Background: an optimization exercise with open tools, aiming at small area, a short achievable clock period and few clock cycles. Do not read the settings as production practice. Power figures rest on the tool's default switching activity, not on a simulated workload.

run 1:
// pcmdf_dec
module pcmdf_dec (
    input  wire        clk,
    input  wire        rst,
    input  wire        start,
    input  wire [15:0] cfg_len,
    input  wire [15:0] cfg_fps,
    input  wire        cfg_fps_set,
    input  wire        cfg_extract,
    output reg         idle,
    input  wire        in_valid,
    output reg         in_ready,
    input  wire [31:0] in_data,
    output reg         out_valid,
    input  wire        out_ready,
    output reg  [1:0]  out_type,
    output wire [31:0] out_data,
    output reg  [2:0]  out_nbytes,
    output reg         out_tp,
    output reg  [63:0] out_ts,
    output reg  [15:0] out_hdr,
    output reg         out_ss,
    output wire [31:0] out_sync,
    output reg  [15:0] out_sfid,
    output reg  [15:0] out_plen,
    output wire [2:0]  out_status,
    output reg  [15:0] out_offset,
    output reg  [15:0] out_count,
    output reg  [31:0] out_mode_word
);
Size: roughly 1600 cells after synthesis, about 320 I/O pins.
export LEC_CHECK = 0
export CAP_MARGIN = 5
export CORE_MARGIN = 2
export CORE_UTILIZATION = 60
export CTS_BUF_LIST = sky130_fd_sc_hd__clkbuf_4 sky130_fd_sc_hd__clkbuf_8
export PLACE_DENSITY = 0.75
export SETUP_SLACK_MARGIN = 4.8
export SLEW_MARGIN = 5
create_clock -name core_clock -period 8.0 [get_ports {clk}]
standard.sh (not shown) runs the stock make flow with config.mk's settings and CLKGATE_MAP_FILE= SYNTH_SCRIPT=/design/flow/synth_recipe.tcl, a recipe that flattens the netlist after the stock synthesis.
==> flow/flow/run.sh <==
#!/bin/bash
# The standard layout (standard synthesis, floorplan, place, CTS, route),
# with the smallest buffer on each input and output port instead of the
# default port buffer cell. Each tool's output goes to its log here.
set -euo pipefail
export BUFFER_PORTS_ARGS="-buffer_cell sky130_fd_sc_hd__buf_1"
bash standard.sh synth > synth.log 2>&1
bash standard.sh finish > layout.log 2>&1
Run 1 was carried through to the last stage, and its layout satisfied the timing, DRC and antenna checks.
Setup changes, run 1 to run 2
Settings: changing CAP_MARGIN from 5 to 20; changing SLEW_MARGIN from 5 to 20; changing CTS_BUF_LIST from sky130_fd_sc_hd__clkbuf_4 sky130_fd_sc_hd__clkbuf_8 to sky130_fd_sc_hd__clkbuf_2 sky130_fd_sc_hd__clkbuf_4.
Results
- Every stage of the flow completed for run 2, and the final layout passed the timing, DRC and antenna checks.
- Combinational share of power: run 2 vs run 1 — no meaningful difference
- Taking run 1 as the reference, in run 2 final design area excluding fillers has decreased; via count has increased; power after layout has decreased; relative slew slack has decreased.
- The hold slack of run 2 was inferior to that of run 1.
- Global routing usage summed across all routing layers up 0.31 points in run 2 wrt run 1
- Setup slack down 0.034 ns in run 2 wrt run 1
- Run 2 ends up with a worst path buffer plus inverter count that is 2 higher than in run 1.
- The run showing the greater clock power share is run 1.
> inputs changed (run 2 -> run 3)
Settings: CTS_BUF_LIST: sky130_fd_sc_hd__clkbuf_2 sky130_fd_sc_hd__clkbuf_4 -> sky130_fd_sc_hd__clkbuf_4 sky130_fd_sc_hd__clkbuf_8; SETUP_SLACK_MARGIN: 4.8 -> 5.
--- outcome ---
Across run 2 and run 3, the outcome is the same: a clean finish for every run.
Cell count along the critical path for run 3 is lower than for run 2.
Re worst-case setup margin in the final layout: run 2 and run 3 aren't equal, and the lower value belongs to run 2.
According to the power report, total power for run 3 is higher than for run 2.
Relative to run 2, global-route track usage on met2 increased by 1.3 points in run 3.
Iteration-0 DRC count of the detailed router in run 3 vs run 2: up about 3%
Run 3 against run 2: detail-routed net length per standard cell now sits higher, remaining max-slew budget at the tightest pin climbed 9.2 points.
--- input diff run 3..run 4 ---
Settings: CORE_UTILIZATION changed from 60 to 50; PLACE_DENSITY changed from 0.75 to 0.7; SETUP_SLACK_MARGIN changed from 5 to 4.8.
## What came out
Side by side, net switching fraction of the power turned out higher in run 4 than in run 3. Compared with run 3, run 4 shows design area lower by about 3.4%. Between run 3 and run 4, die area increased. Run 4: sum of internal, switching and leakage power lower than run 3. Run 4: post-layout worst setup margin is 0.13 ns lower than what run 3 reported.
No functional check of the RTL was part of any run of this note.

* * *

before:
pcmdf_dec, a different RTL version from the one above (not shown whole).
Size: about 1,800 cells after synthesis, roughly 19,000 um2 of cells after synthesis.
Settings: LEC_CHECK=0, CAP_MARGIN=20, CORE_MARGIN=2, CORE_UTILIZATION=60, CTS_BUF_LIST=sky130_fd_sc_hd__clkbuf_4 sky130_fd_sc_hd__clkbuf_8, PLACE_DENSITY=0.75, SETUP_SLACK_MARGIN=4.5, SLEW_MARGIN=20; clock period 8.0 ns.
Scripts as last shown in full above: flow/flow/run.sh
before | stages: all done | timing, DRC, antenna: all pass
Edits applied to the flow inputs when going from before to after:
Settings: a deleted CTS_BUF_LIST that had been sky130_fd_sc_hd__clkbuf_4 sky130_fd_sc_hd__clkbuf_8.
## What came out
Net count of the mapped netlist: after vs before identical
Global-route wire length before repair is lower on before
Density: after denser than before
Taking before as the reference, in after arrival time of the worst setup path fell by 0.10 ns; register share of the cell area went down; slew at the pin closest to its max-slew limit went down.
Of after and before, the lower overall power of the completed layout belongs to before.
The area added between synthesis and finish in after was higher than what before gave.
Function was not checked in any run of this note: the RTL went through the layout flow alone.

* * *

v20:
Another version of the RTL of pcmdf_dec (not shown whole).
Size: about 2,200 cells after synthesis, ~380 flip-flops.
Design pcmdf_dec, start of the top module:
module pcmdf_dec (
    input  wire        clk,
    input  wire        rst,
    input  wire        start,
    input  wire [15:0] cfg_len,
    input  wire [15:0] cfg_fps,
    input  wire        cfg_fps_set,
    input  wire        cfg_extract,
    output wire        idle,
    input  wire        in_valid,
    output wire        in_ready,
    input  wire [31:0] in_data,
    output reg         out_valid,
    input  wire        out_ready,
    output reg  [1:0]  out_type,
    output reg  [31:0] out_data,
    output reg  [2:0]  out_nbytes,
    output reg         out_tp,
    output reg  [63:0] out_ts,
    output reg  [15:0] out_hdr,
    output reg         out_ss,
    output reg  [31:0] out_sync,
    output reg  [15:0] out_sfid,
    output reg  [15:0] out_plen,
    output wire [2:0]  out_status,
    output reg  [15:0] out_offset,
    output reg  [15:0] out_count,
    output reg  [31:0] out_mode_word
);
clock: 8.0 ns
lec_check: 0
cap_margin: 20
core_margin: 2
core_utilization: 40
place_density: 0.6
setup_slack_margin: 4.5
slew_margin: 20
run.sh (not shown) runs the stock make flow with config.mk's settings and CLKGATE_MAP_FILE= SYNTH_SCRIPT=/design/flow/synth_recipe.tcl, a recipe that flattens the netlist after the stock synthesis.
Stock flow here: none of the scripts above is used.
v20: full flow OK, the timing, DRC and antenna checks passed
Here is what was changed in the inputs of v30 compared with v20.
# v20
export LEC_CHECK = 0
export CAP_MARGIN = 20
export CORE_MARGIN = 2
export CORE_UTILIZATION = 40
export PLACE_DENSITY = 0.6
export SETUP_SLACK_MARGIN = 4.5
export SLEW_MARGIN = 20
create_clock -name core_clock -period 8.0 [get_ports {clk}]
# v30
export LEC_CHECK = 0
export CAP_MARGIN = 20
export CORE_MARGIN = 2
export CORE_UTILIZATION = 40
export PLACE_DENSITY = 0.6
export SETUP_SLACK_MARGIN = 5
export SLEW_MARGIN = 20
create_clock -name core_clock -period 8.0 [get_ports {clk}]
--- outcome ---
- The total wire length of v30 is higher than that of v20.
- Wire length of the first global-routing pass sits higher in v30 than in v20.
- v30 against v20: residual DRC count has remained practically unchanged, count of clock-buffer cells in the layout saw an increase.
Function was not checked in any run of this note: the RTL went through the layout flow alone.

[static timing again, ports no longer ideal]
The flow's constraints put no driver on any port. The routed layouts listed below were extracted and timed again, unchanged, in two steps.
Step 1 sets driving cells, clkbuf_16 on the clock port and buf_2 on the other inputs (assumed; they add their load-dependent delay and slew).
Step 2 times the ports against the registers' clock, not the clock port: input delays grow and output delays shrink by t, the midpoint of the rising clock arrivals with the driver on.
Three values: no drivers, after step 1, after step 2; two values: the first two.
run	t (ns)	setup slack, ns	worst setup path at the end	latest minus earliest clock arrival (ns)	worst slew at a driven data input, ns
run 1	0.633	4.836 / 4.782 / 4.150	input to register	0.024 / 0.023	0.09
run 2	0.782	4.802 / 4.793 / 4.011	input to register	0.070 / 0.070	0.09
run 3	0.648	4.971 / 4.928 / 4.280	input to register	0.040 / 0.040	0.09
run 4	0.676	4.843 / 4.831 / 4.155	input to register	0.035 / 0.035	0.08
before	0.693	4.474 / 4.477 / 3.784	input to register	0.040 / 0.039	0.11
after	0.581	4.457 / 4.474 / 3.892	input to register	0.013 / 0.013	0.12
v20	0.645	4.036 / 3.982 / 3.439	input to register	0.017 / 0.017	0.06
v30	0.646	4.046 / 3.987 / 3.461	input to register	0.020 / 0.020	0.09
After both steps setup and hold are still met in every run listed. For run 2, which loses most, drivers alone change the setup slack by -0.009 ns; drivers and shift together by -0.791 ns.
